This design comes from an exercise in tuning for small area, a short achievable clock period and few clock cycles on the open sky130 flow, not from production work.
RTL that was checked went through simulation tests only; none was proved equivalent to the original.
Power figures rest on the tool's default switching activity, not on a simulated workload.

Design dai_line_decoder, start of the top module:
module dai_line_decoder (
    input  wire        clk,
    input  wire        rst,
    input  wire        in_valid,
    output wire        in_ready,
    input  wire [7:0]  in_data,
    input  wire        in_last,
    output wire        px_valid,
    input  wire        px_ready,
    output wire [31:0] px_data,
    output wire        st_valid,
    input  wire        st_ready,
    output wire [8:0]  st_rows,
    output wire        st_brk,
    output wire [1:0]  st_fault,
    output wire [15:0] st_creg,
    output wire [3:0]  st_prevbg,
    output wire [15:0] st_unknown,
    output wire [15:0] st_text,
    output wire [15:0] st_unread
);
    localparam [8:0] ROW_CAP = 9'd260;
    localparam [8:0] BRK_AT  = 9'd212;
    localparam [1:0] F_NONE  = 2'd0;
    localparam [1:0] F_SHORT = 2'd1;    
    localparam [1:0] F_WIDTH = 2'd2;    
    localparam [2:0] S_CTRL  = 3'd0;
    localparam [2:0] S_COL   = 3'd1;
    localparam [2:0] S_PAY   = 3'd2;
    localparam [2:0] S_DRAIN = 3'd3;
    localparam [2:0] S_STAT  = 3'd4;
    localparam [2:0] S_CLR   = 3'd5;
    reg        f0_v, f1_v;
    reg [8:0]  f0, f1;           
    wire       pop;
    wire       push = in_valid && !f1_v;
    assign in_ready = !f1_v;
    always @(posedge clk) begin
        if (rst) begin
            f0_v <= 1'b0;
            f1_v <= 1'b0;
        end else if (pop) begin
            if (f1_v) begin
                f0   <= f1;
                f1_v <= 1'b0;
            end else begin
                f0   <= {in_last, in_data};
                f0_v <= push;
            end
        end else if (!f0_v) begin
            f0   <= {in_last, in_data};
            f0_v <= push;
        end else if (push) begin
            f1   <= {in_last, in_data};
            f1_v <= 1'b1;
        end
    end
    wire       h_v  = f0_v;
    wire [7:0] h    = f0[7:0];
    wire       hl   = f0[8];
    reg [2:0]  state;
    reg [7:0]  ctrl_r;
    reg [7:0]  col_r;
    reg [7:0]  pcnt;         
    reg [7:0]  hi_r;         
    reg        pay_nz;       
    reg [3:0]  creg [0:3];
    reg [8:0]  rows;
    reg        brk;
    reg [1:0]  fault;
    reg [15:0] n_unknown;
    reg [15:0] n_text;
    reg [15:0] n_unread;
    wire [1:0] disp = ctrl_r[7:6];
    wire [1:0] res  = ctrl_r[5:4];
  ...
Settings: LEC_CHECK=0, CAP_MARGIN=20, CORE_MARGIN=2, CORE_UTILIZATION=55, PLACE_DENSITY=0.65, SETUP_SLACK_MARGIN=5, SLEW_MARGIN=20; clock period 7.5 ns.
run.sh (not shown) runs the stock make flow with config.mk's settings and CLKGATE_MAP_FILE= SYNTH_SCRIPT=/design/flow/synth_recipe.tcl, a recipe that flattens the netlist after the stock synthesis.
==> next run, changes <==
Settings changed: CORE_UTILIZATION 55 to 50, PLACE_DENSITY 0.65 to 0.6, SETUP_SLACK_MARGIN 5 to 4.6.
Outcome:
- The changed run completed without violations
- sequential power decreases by about 2%
- worst setup slack gets better by 0.18 ns
- critical path depth came out lower by 5
- worst hold slack barely changes
- synthesized cell count does not change
- via count fell by 9.8%
No functional check of the RTL was part of any run of this note.

dai_line_decoder, a different RTL version from the one above (not shown whole).
For scale: about 1800 cells after synthesis, roughly 900 flip-flops, ~130 I/O pins, ~32000 um^2 of cells after synthesis.
Settings: LEC_CHECK=0, CAP_MARGIN=20, CORE_MARGIN=2, CORE_UTILIZATION=65, CTS_CLUSTER_DIAMETER=70, CTS_CLUSTER_SIZE=30, PLACE_DENSITY=0.72, SETUP_SLACK_MARGIN=4.6, SLEW_MARGIN=20; clock period 7.5 ns.
standard.sh (not shown) runs the stock make flow with config.mk's settings and CLKGATE_MAP_FILE= SYNTH_SCRIPT=/design/flow/synth_recipe.tcl, a recipe that flattens the netlist after the stock synthesis.
==> flow/flow/run.sh <==
#!/bin/bash
# Own layout flow: the standard flow, with ORFS's delay cells kept out of
# everything after synthesis (so port buffers and repairs use plain buffers).
# Each tool's output goes to a log file of its own in the work folder.
set -euo pipefail

# 1. the standard synthesis, unchanged
bash standard.sh synth > synth.log 2>&1

# 2. the rest of the standard flow, with the delay cells marked don't-use
cat >> config.mk <<'MK'
export DONT_USE_CELLS += sky130_fd_sc_hd__clkdlybuf4s15_1 sky130_fd_sc_hd__clkdlybuf4s15_2 sky130_fd_sc_hd__clkdlybuf4s18_1 sky130_fd_sc_hd__clkdlybuf4s18_2 sky130_fd_sc_hd__clkdlybuf4s25_1 sky130_fd_sc_hd__clkdlybuf4s25_2 sky130_fd_sc_hd__clkdlybuf4s50_1 sky130_fd_sc_hd__clkdlybuf4s50_2 sky130_fd_sc_hd__dlygate4sd1_1 sky130_fd_sc_hd__dlygate4sd2_1 sky130_fd_sc_hd__dlygate4sd3_1 sky130_fd_sc_hd__dlymetal6s2s_1 sky130_fd_sc_hd__dlymetal6s4s_1 sky130_fd_sc_hd__dlymetal6s6s_1
MK
bash standard.sh > layout.log 2>&1
The first run passed the timing, DRC and antenna checks.
Testbench counts at the start, summed over its fixed seeds: cycles 490,151.
Then changed:
==> flow/run.sh (new file) <==
#!/bin/bash
# synth_recipe.tcl (not shown) runs the flow's synth.tcl, then flattens the netlist and writes it again
# the make line also repeats each setting of config.mk as NAME=value (left out here)
make -C /OpenROAD-flow-scripts/flow DESIGN_CONFIG=/design/flow/config.mk WORK_HOME=/design/flow/orfs CLKGATE_MAP_FILE= SYNTH_SCRIPT=/design/flow/synth_recipe.tcl finish
==> flow/config.mk (replaced) <==
export PLATFORM = sky130hd
export DESIGN_NAME = dai_line_decoder
export DESIGN_NICKNAME = dai_line_decoder
export VERILOG_FILES = /design/flow/design.v
export SDC_FILE = /design/flow/constraint.sdc
export NUM_CORES = 4
export LEC_CHECK = 0
export CAP_MARGIN = 20
export CORE_MARGIN = 2
export CORE_UTILIZATION = 75
export CTS_CLUSTER_DIAMETER = 70
export CTS_CLUSTER_SIZE = 30
export PLACE_DENSITY = 0.8
export SETUP_SLACK_MARGIN = 4.6
export SLEW_MARGIN = 20
removed: flow/flow/run.sh
removed: flow/standard.sh
Result: The changed run failed in global routing (5_1_grt) (DPL-0033); synthesized cell count stays the same; area after synthesis is unchanged.
Then changed:
==> flow/flow/run.sh (new file) <==
#!/bin/bash
# Own layout flow: the standard flow, with ORFS's delay cells kept out of
# everything after synthesis (so port buffers and repairs use plain buffers).
# Each tool's output goes to a log file of its own in the work folder.
set -euo pipefail

# 1. the standard synthesis, unchanged
bash standard.sh synth > synth.log 2>&1

# 2. the rest of the standard flow, with the delay cells marked don't-use
cat >> config.mk <<'MK'
export DONT_USE_CELLS += sky130_fd_sc_hd__clkdlybuf4s15_1 sky130_fd_sc_hd__clkdlybuf4s15_2 sky130_fd_sc_hd__clkdlybuf4s18_1 sky130_fd_sc_hd__clkdlybuf4s18_2 sky130_fd_sc_hd__clkdlybuf4s25_1 sky130_fd_sc_hd__clkdlybuf4s25_2 sky130_fd_sc_hd__clkdlybuf4s50_1 sky130_fd_sc_hd__clkdlybuf4s50_2 sky130_fd_sc_hd__dlygate4sd1_1 sky130_fd_sc_hd__dlygate4sd2_1 sky130_fd_sc_hd__dlygate4sd3_1 sky130_fd_sc_hd__dlymetal6s2s_1 sky130_fd_sc_hd__dlymetal6s4s_1 sky130_fd_sc_hd__dlymetal6s6s_1
MK
bash standard.sh > layout.log 2>&1
==> flow/standard.sh (new file) <==
#!/bin/bash
# synth_recipe.tcl (not shown) runs the flow's synth.tcl, then flattens the netlist and writes it again
# the make line also repeats each setting of config.mk as NAME=value (left out here)
make -C /OpenROAD-flow-scripts/flow DESIGN_CONFIG=/design/flow/config.mk WORK_HOME=/design/flow/orfs CLKGATE_MAP_FILE= SYNTH_SCRIPT=/design/flow/synth_recipe.tcl "${@:-finish}"
--- a/flow/config.mk
+++ b/flow/config.mk
@@ -9,7 +9,8 @@
 export CORE_MARGIN = 2
-export CORE_UTILIZATION = 75
+export CORE_UTILIZATION = 65
 export CTS_CLUSTER_DIAMETER = 70
 export CTS_CLUSTER_SIZE = 30
-export PLACE_DENSITY = 0.8
-export SETUP_SLACK_MARGIN = 4.6
+export PLACE_DENSITY = 0.72
+export SETUP_SLACK_MARGIN = 4.75
 export SLEW_MARGIN = 20
+export DONT_USE_CELLS += sky130_fd_sc_hd__clkdlybuf4s15_1 sky130_fd_sc_hd__clkdlybuf4s15_2 sky130_fd_sc_hd__clkdlybuf4s18_1 sky130_fd_sc_hd__clkdlybuf4s18_2 sky130_fd_sc_hd__clkdlybuf4s25_1 sky130_fd_sc_hd__clkdlybuf4s25_2 sky130_fd_sc_hd__clkdlybuf4s50_1 sky130_fd_sc_hd__clkdlybuf4s50_2 sky130_fd_sc_hd__dlygate4sd1_1 sky130_fd_sc_hd__dlygate4sd2_1 sky130_fd_sc_hd__dlygate4sd3_1 sky130_fd_sc_hd__dlymetal6s2s_1 sky130_fd_sc_hd__dlymetal6s4s_1 sky130_fd_sc_hd__dlymetal6s6s_1
removed: flow/run.sh
Result: This time the run completed with no timing, DRC or antenna violations; synthesized area stays the same; synthesized cell count is unchanged.
Then changed:
==> flow/run.sh (new file) <==
#!/bin/bash
# synth_recipe.tcl (not shown) runs the flow's synth.tcl, then flattens the netlist and writes it again
# the make line also repeats each setting of config.mk as NAME=value (left out here)
make -C /OpenROAD-flow-scripts/flow DESIGN_CONFIG=/design/flow/config.mk WORK_HOME=/design/flow/orfs CLKGATE_MAP_FILE= SYNTH_SCRIPT=/design/flow/synth_recipe.tcl finish
==> flow/config.mk (replaced) <==
export PLATFORM = sky130hd
export DESIGN_NAME = dai_line_decoder
export DESIGN_NICKNAME = dai_line_decoder
export VERILOG_FILES = /design/flow/design.v
export SDC_FILE = /design/flow/constraint.sdc
export NUM_CORES = 4
export LEC_CHECK = 0
export CAP_MARGIN = 20
export CORE_MARGIN = 2
export CORE_UTILIZATION = 65
export CTS_CLUSTER_DIAMETER = 70
export CTS_CLUSTER_SIZE = 30
export PLACE_DENSITY = 0.72
export SETUP_SLACK_MARGIN = 4.85
export SLEW_MARGIN = 20
removed: flow/flow/run.sh
removed: flow/standard.sh
Effect: Power barely changes; utilization climbs by 4.2 points; wire length climbs by 15%; clock power is about the same; via count climbs by 5.7%; sequential power is about the same; global-route usage climbs by 2.3 points; clock skew stays flat; synthesized area does not change; critical path depth drops by 3.

afterwards: timing with drivers on the ports:
In the flow no input, the clock included, has a driving cell. The finished layouts below were timed again as built, in two steps. Step 1 sets driving cells, clkbuf_16 on the clock port and buf_2 on the other inputs (assumed; they add their load-dependent delay and slew). Step 2 also shifts input and output timing later by t, the mid clock arrival at the registers, as if the neighbouring blocks saw the same clock. Three values: ideal ports, drivers, drivers and shift; two values: the first two.
run	shift t [ns]	setup WS [ns]	worst setup path at the end	worst data-port slew with drivers (ns)
the first run of note 1	0.718	4.221 / 4.221 / 3.648	input to register	0.06
the second run of note 1	0.704	4.405 / 4.405 / 3.923	input to register	0.06
the first run of note 2	0.657	4.574 / 4.585 / 3.935	input to register	0.07
the third run of note 2	0.669	4.621 / 4.631 / 3.962	input to register	0.05
the fourth run of note 2	0.668	4.692 / 4.676 / 4.047	input to register	0.06
After both steps setup and hold are still met in every run listed. The setup slack of the third run of note 2, which loses most, moves by +0.010 ns with the drivers and by -0.659 ns with both steps.
